This is an optimization exercise on Yosys and OpenROAD, whose aim is small area, a short achievable clock period and few clock cycles per item, not a production implementation. Where RTL was checked, it was by simulation tests only, not by an equivalence proof against the original.

// sge_fec_esc
module sge_fec_esc (
    input  wire       clk,
    input  wire       rst,
    input  wire       in_valid,
    output wire       in_ready,
    input  wire [7:0] in_data,
    input  wire       in_last,
    output wire       out_valid,
    input  wire       out_ready,
    output wire [7:0] out_data,
    output wire       out_last
);
    reg       mv, sv;           
    reg [7:0] md, sd;
    reg       ml, sl;
    reg       in_rdy;
    assign in_ready = in_rdy;
    wire in_fire = in_valid && in_rdy;
    wire take;                  
    always @(posedge clk) begin
        if (rst) begin
            mv     <= 1'b0;
            sv     <= 1'b0;
            in_rdy <= 1'b0;
        end else begin
            in_rdy <= !mv || take || !(sv || in_fire);
            if (!mv || take) begin
                if (sv) begin
                    mv <= 1'b1; md <= sd; ml <= sl;
                    sv <= in_fire;
                    if (in_fire) begin sd <= in_data; sl <= in_last; end
                end else begin
                    mv <= in_fire;
                    if (in_fire) begin md <= in_data; ml <= in_last; end
                end
            end else if (in_fire) begin
                sv <= 1'b1; sd <= in_data; sl <= in_last;
            end
        end
    end
    reg  [7:0] pos;
  ...
Settings: LEC_CHECK=0, CAP_MARGIN=20, CORE_MARGIN=2, CORE_UTILIZATION=40, SETUP_SLACK_MARGIN=1.8, SLEW_MARGIN=20; clock period 4.0 ns.
run.sh (not shown) runs the stock make flow with config.mk's settings and CLKGATE_MAP_FILE= SYNTH_SCRIPT=/design/flow/synth_recipe.tcl, a recipe that flattens the netlist after the stock synthesis.
Then changed:
--- a/flow/config.mk
+++ b/flow/config.mk
@@ -9,4 +9,4 @@
 export CORE_MARGIN = 2
 export CORE_UTILIZATION = 40
-export SETUP_SLACK_MARGIN = 1.8
+export SETUP_SLACK_MARGIN = 2.3
 export SLEW_MARGIN = 20
What happened: Setup slack gets worse by 140 ps. Flip-flop and latch count does not change. Critical path depth climbs by 1. Global-route usage drops by 0.76 points.
Function was not checked in any run of this note: the RTL went through the layout flow alone.

========
Another version of the RTL of sge_fec_esc (not shown whole).
Size: about 24 I/O pins, about 0.015 sq mm of cells after synthesis.
// sge_fec_esc
module sge_fec_esc (
    input  wire       clk,
    input  wire       rst,
    input  wire       in_valid,
    output wire       in_ready,
    input  wire [7:0] in_data,
    input  wire       in_last,
    output wire       out_valid,
    input  wire       out_ready,
    output wire [7:0] out_data,
    output wire       out_last
);
    reg       mv;              
    reg [7:0] md;
    reg       ml;
    reg       sf;              
    reg       in_rdy;          
    wire      se = !sf;
    reg [7:0] sd;
    reg       sl;
    reg [7:0] pos;
    reg       par_ph;          
    reg       pad;             
    reg       fin;             
    reg       flush;           
    reg       cv;              
    reg [7:0] cd;
    reg       cl;
    assign in_ready = in_rdy;
    wire in_fire = in_valid && se;
    wire esc_ready;
    wire c_free   = !cv || esc_ready;
    wire src_ok   = par_ph || pad || mv;
    wire step     = flush || (c_free && src_ok);
    wire take     = step && !par_ph && !pad;
    wire [7:0] par31;
    wire [7:0] sym      = pad ? 8'h00 : md;
    wire [7:0] cod_data = par_ph ? par31 : sym;
    wire       cod_last = par_ph && fin && (pos == 8'd254);
    wire       wrap     = (pos == 8'd254);
  ...
Settings: LEC_CHECK=0, CAP_MARGIN=20, CORE_MARGIN=2, CORE_UTILIZATION=70, CTS_BUF_LIST=sky130_fd_sc_hd__clkbuf_8, CTS_CLUSTER_DIAMETER=40, CTS_CLUSTER_SIZE=16, SETUP_SLACK_MARGIN=1.8, SLEW_MARGIN=20; clock period 4.0 ns.
==> next run, changes <==
--- a/flow/config.mk
+++ b/flow/config.mk
@@ -14 +14 @@
-export SETUP_SLACK_MARGIN = 1.8
+export SETUP_SLACK_MARGIN = 2.0
Result:
- final cell count grows by 1.8%
- critical path depth grows by 1
- global-route usage grows by 1.1 points
- synthesized area is unchanged
No functional check of the RTL was part of any run of this note.

========
sge_fec_esc, a different RTL version from the one above (not shown whole).
For scale: roughly 990 cells after synthesis, roughly 24 I/O pins, ~15000 sq um of cells after synthesis.
==> flow/design.v (excerpt) <==
module sge_fec_esc (
    input  wire       clk,
    input  wire       rst,
    input  wire       in_valid,
    output wire       in_ready,
    input  wire [7:0] in_data,
    input  wire       in_last,
    output wire       out_valid,
    input  wire       out_ready,
    output wire [7:0] out_data,
    output wire       out_last
);
clock: 4.0 ns
lec_check: 0
cap_margin: 20
core_margin: 2
core_utilization: 70
cts_buf_list: sky130_fd_sc_hd__clkbuf_8
cts_cluster_diameter: 40
cts_cluster_size: 16
place_density: 0.75
setup_slack_margin: 2.0
slew_margin: 20
The baseline finished with timing, DRC and antenna clean.
Testbench counts at the start, summed over its fixed seeds: cycles 31,336, out bytes 31,088.
Then changed:
--- a/flow/config.mk
+++ b/flow/config.mk
@@ -9,8 +9,7 @@
 export CORE_MARGIN = 2
 export CORE_UTILIZATION = 70
-export CTS_BUF_LIST = sky130_fd_sc_hd__clkbuf_8
+export CTS_BUF_LIST = sky130_fd_sc_hd__clkbuf_16
 export CTS_CLUSTER_DIAMETER = 40
 export CTS_CLUSTER_SIZE = 16
-export PLACE_DENSITY = 0.75
 export SETUP_SLACK_MARGIN = 2.0
 export SLEW_MARGIN = 20
Core utilization rises by 2.6 points; cell count does not change; maximum frequency went down by 5.2%; non-clock buffer count came out higher by 1.
Then changed:
--- a/flow/config.mk
+++ b/flow/config.mk
@@ -9,7 +9,7 @@
 export CORE_MARGIN = 2
 export CORE_UTILIZATION = 70
-export CTS_BUF_LIST = sky130_fd_sc_hd__clkbuf_16
-export CTS_CLUSTER_DIAMETER = 40
-export CTS_CLUSTER_SIZE = 16
+export CTS_BUF_LIST = sky130_fd_sc_hd__clkbuf_8
+export CTS_CLUSTER_DIAMETER = 35
+export CTS_CLUSTER_SIZE = 12
 export SETUP_SLACK_MARGIN = 2.0
 export SLEW_MARGIN = 20
Effect: The changed run finished clean. Final area fell by 2.1%. Global-route usage shrinks by 0.55 points. Wire length fell by 1.9%. Non-clock buffer count decreases by 10. Area after synthesis stays the same. Register-to-register slack is better by 0.02 ns. Die area does not change. Maximum frequency goes up by 0.85%. Synthesized cell count is unchanged. Clock skew goes up by 0.0074 ns. Via count went down by 1.1%.
Then changed:
--- a/flow/config.mk
+++ b/flow/config.mk
@@ -10,6 +10,6 @@
 export CORE_UTILIZATION = 70
 export CTS_BUF_LIST = sky130_fd_sc_hd__clkbuf_8
-export CTS_CLUSTER_DIAMETER = 35
-export CTS_CLUSTER_SIZE = 12
-export SETUP_SLACK_MARGIN = 2.0
+export CTS_CLUSTER_DIAMETER = 40
+export CTS_CLUSTER_SIZE = 16
+export SETUP_SLACK_MARGIN = 2.2
 export SLEW_MARGIN = 20
What happened: First-iteration DRC count grows by roughly a tenth. Clock skew hardly moves. Core utilization grows by 3.8 points. Sequential share of layout area shrinks by 2.3 points. Sequential cell count is unchanged. Cell area grows by a few percent. Via count grows by a few percent. Cell count grows by a few percent.
Then changed:
--- a/flow/config.mk
+++ b/flow/config.mk
@@ -12,4 +12,4 @@
 export CTS_CLUSTER_DIAMETER = 40
 export CTS_CLUSTER_SIZE = 16
-export SETUP_SLACK_MARGIN = 2.2
+export SETUP_SLACK_MARGIN = 2.0
 export SLEW_MARGIN = 20
Effect: The changed run passed the timing, design-rule and antenna checks. Maximum frequency increases by 5.8%. First-iteration DRC count decreases by 7.8%. Routed wire length decreases by 14%. Via count decreases by 7.0%. Area after synthesis stays the same. Register-to-register slack improved by 0.12 ns. Non-clock buffer count decreases by 36.

## re-timing with driven ports
Ports are ideal in the flow. The routed layouts listed here were re-timed in OpenROAD.
Step 1 sets driving cells, clkbuf_16 on the clock port and buf_2 on the other inputs (assumed; they add their load-dependent delay and slew).
Step 2 times the ports against the registers' clock, not the clock port: input delays grow and output delays shrink by t, the midpoint of the rising clock arrivals with the driver on.
Slacks: ideal / step 1 / step 2; pairs: ideal / step 1.
run	t (ns)	setup WS [ns]	hold WS [ns]	worst data-port slew with drivers (ns)	cell pins on the clock port's net
the first run of note 1	0.635	1.007 / 1.007 / 1.007	0.513 / 0.513 / 0.513	0.05	1
the second run of note 1	0.623	0.866 / 0.866 / 0.866	0.524 / 0.524 / 0.524	0.05	1
the first run of note 2	0.585	1.798 / 1.798 / 1.400	0.462 / 0.462 / 0.462	0.04	1
the second run of note 2	0.609	1.788 / 1.788 / 1.423	0.463 / 0.463 / 0.463	0.03	1
the first run of note 3	0.607	2.013 / 2.008 / 1.459	0.483 / 0.483 / 0.483	0.04	1
the second run of note 3	0.592	1.904 / 1.904 / 1.505	0.470 / 0.470 / 0.470	0.04	1
the third run of note 3	0.619	1.922 / 1.922 / 1.355	0.480 / 0.480 / 0.480	0.04	1
the fourth run of note 3	0.625	1.897 / 1.897 / 1.611	0.472 / 0.472 / 0.472	0.05	1
the fifth run of note 3	0.607	2.013 / 2.008 / 1.459	0.483 / 0.483 / 0.483	0.04	1
After both steps every run listed still meets setup and hold. For the third run of note 3, which loses most, drivers alone change the setup slack by 0.000 ns; drivers and shift together by -0.567 ns.
